What follows belongs to an exercise in optimizing a design on an open flow for small area, a short achievable clock period and few clock cycles; a production flow would make more cautious choices.
Function was checked by simulation only, so behaviour that the tests miss may differ from the original.
No activity file was given, so power comes from the tool's default toggle rates.

## bit_packed_decoder
module bit_packed_decoder (
    input  wire        clk,
    input  wire        rst,           
    input  wire        wr_en,
    input  wire [4:0]  wr_idx,
    input  wire [63:0] wr_data,
    output wire        wr_ready,
    input  wire [4:0]  rd_idx,
    output reg  [63:0] rd_data,
    output wire        mem_req,
    output wire [31:0] mem_addr,
    input  wire        mem_ack,
    input  wire [31:0] mem_rdata,
    input  wire        mem_err
);
export LEC_CHECK = 0
export CAP_MARGIN = 20
export CORE_MARGIN = 2
export CORE_UTILIZATION = 70
export PLACE_DENSITY = 0.7
export SLEW_MARGIN = 20
create_clock -name core_clock -period 12.0 [get_ports {clk}]
standard.sh (not shown) runs the stock make flow with config.mk's settings and CLKGATE_MAP_FILE= SYNTH_SCRIPT=/design/flow/synth_recipe.tcl, a recipe that flattens the netlist after the stock synthesis.
==> flow/flow/run.sh <==
#!/bin/bash
# The standard layout, with two changes to how it is made (the period and
# the constraints are unchanged):
#  - every port still gets its own buffer, but a plain buf_1 rather than the
#    delay buffer the resizer picks by default;
#  - timing repair aims 5.5 ns below the clock period.
set -euo pipefail
bash standard.sh "BUFFER_PORTS_ARGS=-buffer_cell sky130_fd_sc_hd__buf_1" \
    SETUP_SLACK_MARGIN=5.5 finish > standard.log 2>&1
The starting point finished clean.
Testbench counts at the start, summed over its fixed seeds: cycles 9,944.
Then changed:
Settings changed: CORE_UTILIZATION 70 to 65, CTS_BUF_LIST set to sky130_fd_sc_hd__clkbuf_2 sky130_fd_sc_hd__clkbuf_4 sky130_fd_sc_hd__clkbuf_8, PLACE_DENSITY 0.7 to not set.
Result:
- register-to-register slack is worse by 0.03 ns
- setup slack got worse by 0.0093 ns
- utilization decreases by 5.4 points
- global-route usage falls by 3.2 points
- clock-buffer cell count came out higher by 49
- power shrinks by 2.0%
- via count went down by 1.8%


run A:
bit_packed_decoder, a different RTL version from the one above (not shown whole).
For scale: roughly 3400 cells after synthesis, roughly 460 flip-flops, ~210 I/O pins, ~0.033 sq mm of cells after synthesis.
export LEC_CHECK = 0
export CAP_MARGIN = 20
export CORE_MARGIN = 2
export CORE_UTILIZATION = 65
export SETUP_SLACK_MARGIN = 5
export SLEW_MARGIN = 20
create_clock -name core_clock -period 12.0 [get_ports {clk}]
run.sh (not shown) runs the stock make flow with config.mk's settings and CLKGATE_MAP_FILE= SYNTH_SCRIPT=/design/flow/synth_recipe.tcl, a recipe that flattens the netlist after the stock synthesis.
Stock flow here: none of the scripts above is used.
Testbench counts of run A, summed over its fixed seeds: cycles 9,944.
Input changes introduced in run B (baseline for comparison: run A):
Settings: SETUP_SLACK_MARGIN no longer set, was 5.
==> flow/flow/run.sh (new file) <==
#!/bin/bash
# The standard layout, with two changes to how it is made (the period and
# the constraints are unchanged):
#  - every port still gets its own buffer, but a plain buf_1 rather than the
#    delay buffer the resizer picks by default;
#  - timing repair aims 5.5 ns below the clock period.
set -euo pipefail
bash standard.sh "BUFFER_PORTS_ARGS=-buffer_cell sky130_fd_sc_hd__buf_1" \
    SETUP_SLACK_MARGIN=5.5 finish > standard.log 2>&1
==> flow/standard.sh (new file) <==
#!/bin/bash
# synth_recipe.tcl (not shown) runs the flow's synth.tcl, then flattens the netlist and writes it again
# the make line also repeats each setting of config.mk as NAME=value (left out here)
make -C /OpenROAD-flow-scripts/flow DESIGN_CONFIG=/design/flow/config.mk WORK_HOME=/design/flow/orfs CLKGATE_MAP_FILE= SYNTH_SCRIPT=/design/flow/synth_recipe.tcl "${@:-finish}"
removed: flow/run.sh
--- outcome ---
Row critical path depth: run B higher / run A lower
[diff] wire length, run B relative to run A: improvement
Between run B and run A, post-route minimum period is lower for run B, run A comes in above that.
Comparing run B with run A, the number of nets in the layout came out essentially unchanged.
Final cell area: run B below run A
Delta (run B minus run A): power went down 1.6%, growth of design area from synthesis to finish went down 3.9 points, total via count in the routed design went down 1.9%.
Maximum frequency | run B above run A


## the reference run
bit_packed_decoder, a different RTL version from the one above (not shown whole).
Size: about 3400 cells after synthesis, about 490 flip-flops, roughly 210 I/O pins, about 34000 sq um of cells after synthesis.
==> flow/design.v (excerpt) <==
module bit_packed_decoder (
    input  wire        clk,
    input  wire        rst,           
    input  wire        wr_en,
    input  wire [4:0]  wr_idx,
    input  wire [63:0] wr_data,
    output wire        wr_ready,
    input  wire [4:0]  rd_idx,
    output reg  [63:0] rd_data,
    output wire        mem_req,
    output wire [31:0] mem_addr,
    input  wire        mem_ack,
    input  wire [31:0] mem_rdata,
    input  wire        mem_err
);
export LEC_CHECK = 0
export ABC_CLOCK_PERIOD_IN_PS = 5000
export CAP_MARGIN = 20
export CORE_MARGIN = 2
export CORE_UTILIZATION = 55
export SLEW_MARGIN = 20
create_clock -name core_clock -period 12.0 [get_ports {clk}]
standard.sh (not shown) runs the stock make flow with config.mk's settings and CLKGATE_MAP_FILE= SYNTH_SCRIPT=/design/flow/synth_recipe.tcl, a recipe that flattens the netlist after the stock synthesis.
==> flow/flow/run.sh <==
#!/bin/bash
# The standard layout, with timing repair aiming 6 ns below the clock period
# (the period and the constraints are unchanged).
set -euo pipefail
bash standard.sh SETUP_SLACK_MARGIN=6 finish > standard.log 2>&1
Testbench counts of the reference run, summed over its fixed seeds: cycles 9,944.
### the reference run -> the trial run
# the reference run
export LEC_CHECK = 0
export ABC_CLOCK_PERIOD_IN_PS = 5000
export CAP_MARGIN = 20
export CORE_MARGIN = 2
export CORE_UTILIZATION = 55
export SLEW_MARGIN = 20
create_clock -name core_clock -period 12.0 [get_ports {clk}]
# the trial run
export LEC_CHECK = 0
export ABC_CLOCK_PERIOD_IN_PS = 5000
export CAP_MARGIN = 20
export CORE_MARGIN = 2
export CORE_UTILIZATION = 55
export SETUP_SLACK_MARGIN = 5
export SLEW_MARGIN = 20
create_clock -name core_clock -period 12.0 [get_ports {clk}]
==> flow/run.sh (new file) <==
#!/bin/bash
# synth_recipe.tcl (not shown) runs the flow's synth.tcl, then flattens the netlist and writes it again
# the make line also repeats each setting of config.mk as NAME=value (left out here)
make -C /OpenROAD-flow-scripts/flow DESIGN_CONFIG=/design/flow/config.mk WORK_HOME=/design/flow/orfs CLKGATE_MAP_FILE= SYNTH_SCRIPT=/design/flow/synth_recipe.tcl finish
removed: flow/flow/run.sh
removed: flow/standard.sh
## What came out
- Re combined flip-flop and latch cell area: no difference whatsoever between the reference run and the trial run.
- Summary of the trial run over the reference run: pin count of the biggest net entering global routing dropped about 3.6%, register-to-register path setup slack dropped 0.21 ns.

## port drivers added, routing unchanged
The flow's constraints put no driver on any port. The routed layouts listed below were extracted and timed again, unchanged, in two steps.
Step 1 sets driving cells, clkbuf_16 on the clock port and buf_2 on the other inputs (assumed; they add their load-dependent delay and slew).
Step 2 also shifts input and output timing later by t, the mid clock arrival at the registers, as if the neighbouring blocks saw the same clock.
Slacks: ideal ports / drivers / drivers and shift; pairs: ideal ports / drivers.
run	t (ns)	setup WS [ns]	worst setup path after step 2	worst slew at a driven data input, ns
the first run of note 1	0.681	5.412 / 5.349 / 4.755	input to register	0.11
the second run of note 1	0.744	5.403 / 5.383 / 5.004	input to register	0.05
run A	0.678	4.925 / 4.845 / 4.392	input to register	0.09
run B	0.673	5.267 / 5.203 / 5.031	input to register	0.09
the reference run	0.685	5.546 / 5.496 / 5.319	input to register	0.12
the trial run	0.685	5.019 / 4.996 / 4.480	input to register	0.10
After both steps every run listed still meets setup and hold. For the first run of note 1, which loses most, drivers alone change the setup slack by -0.063 ns; drivers and shift together by -0.657 ns.
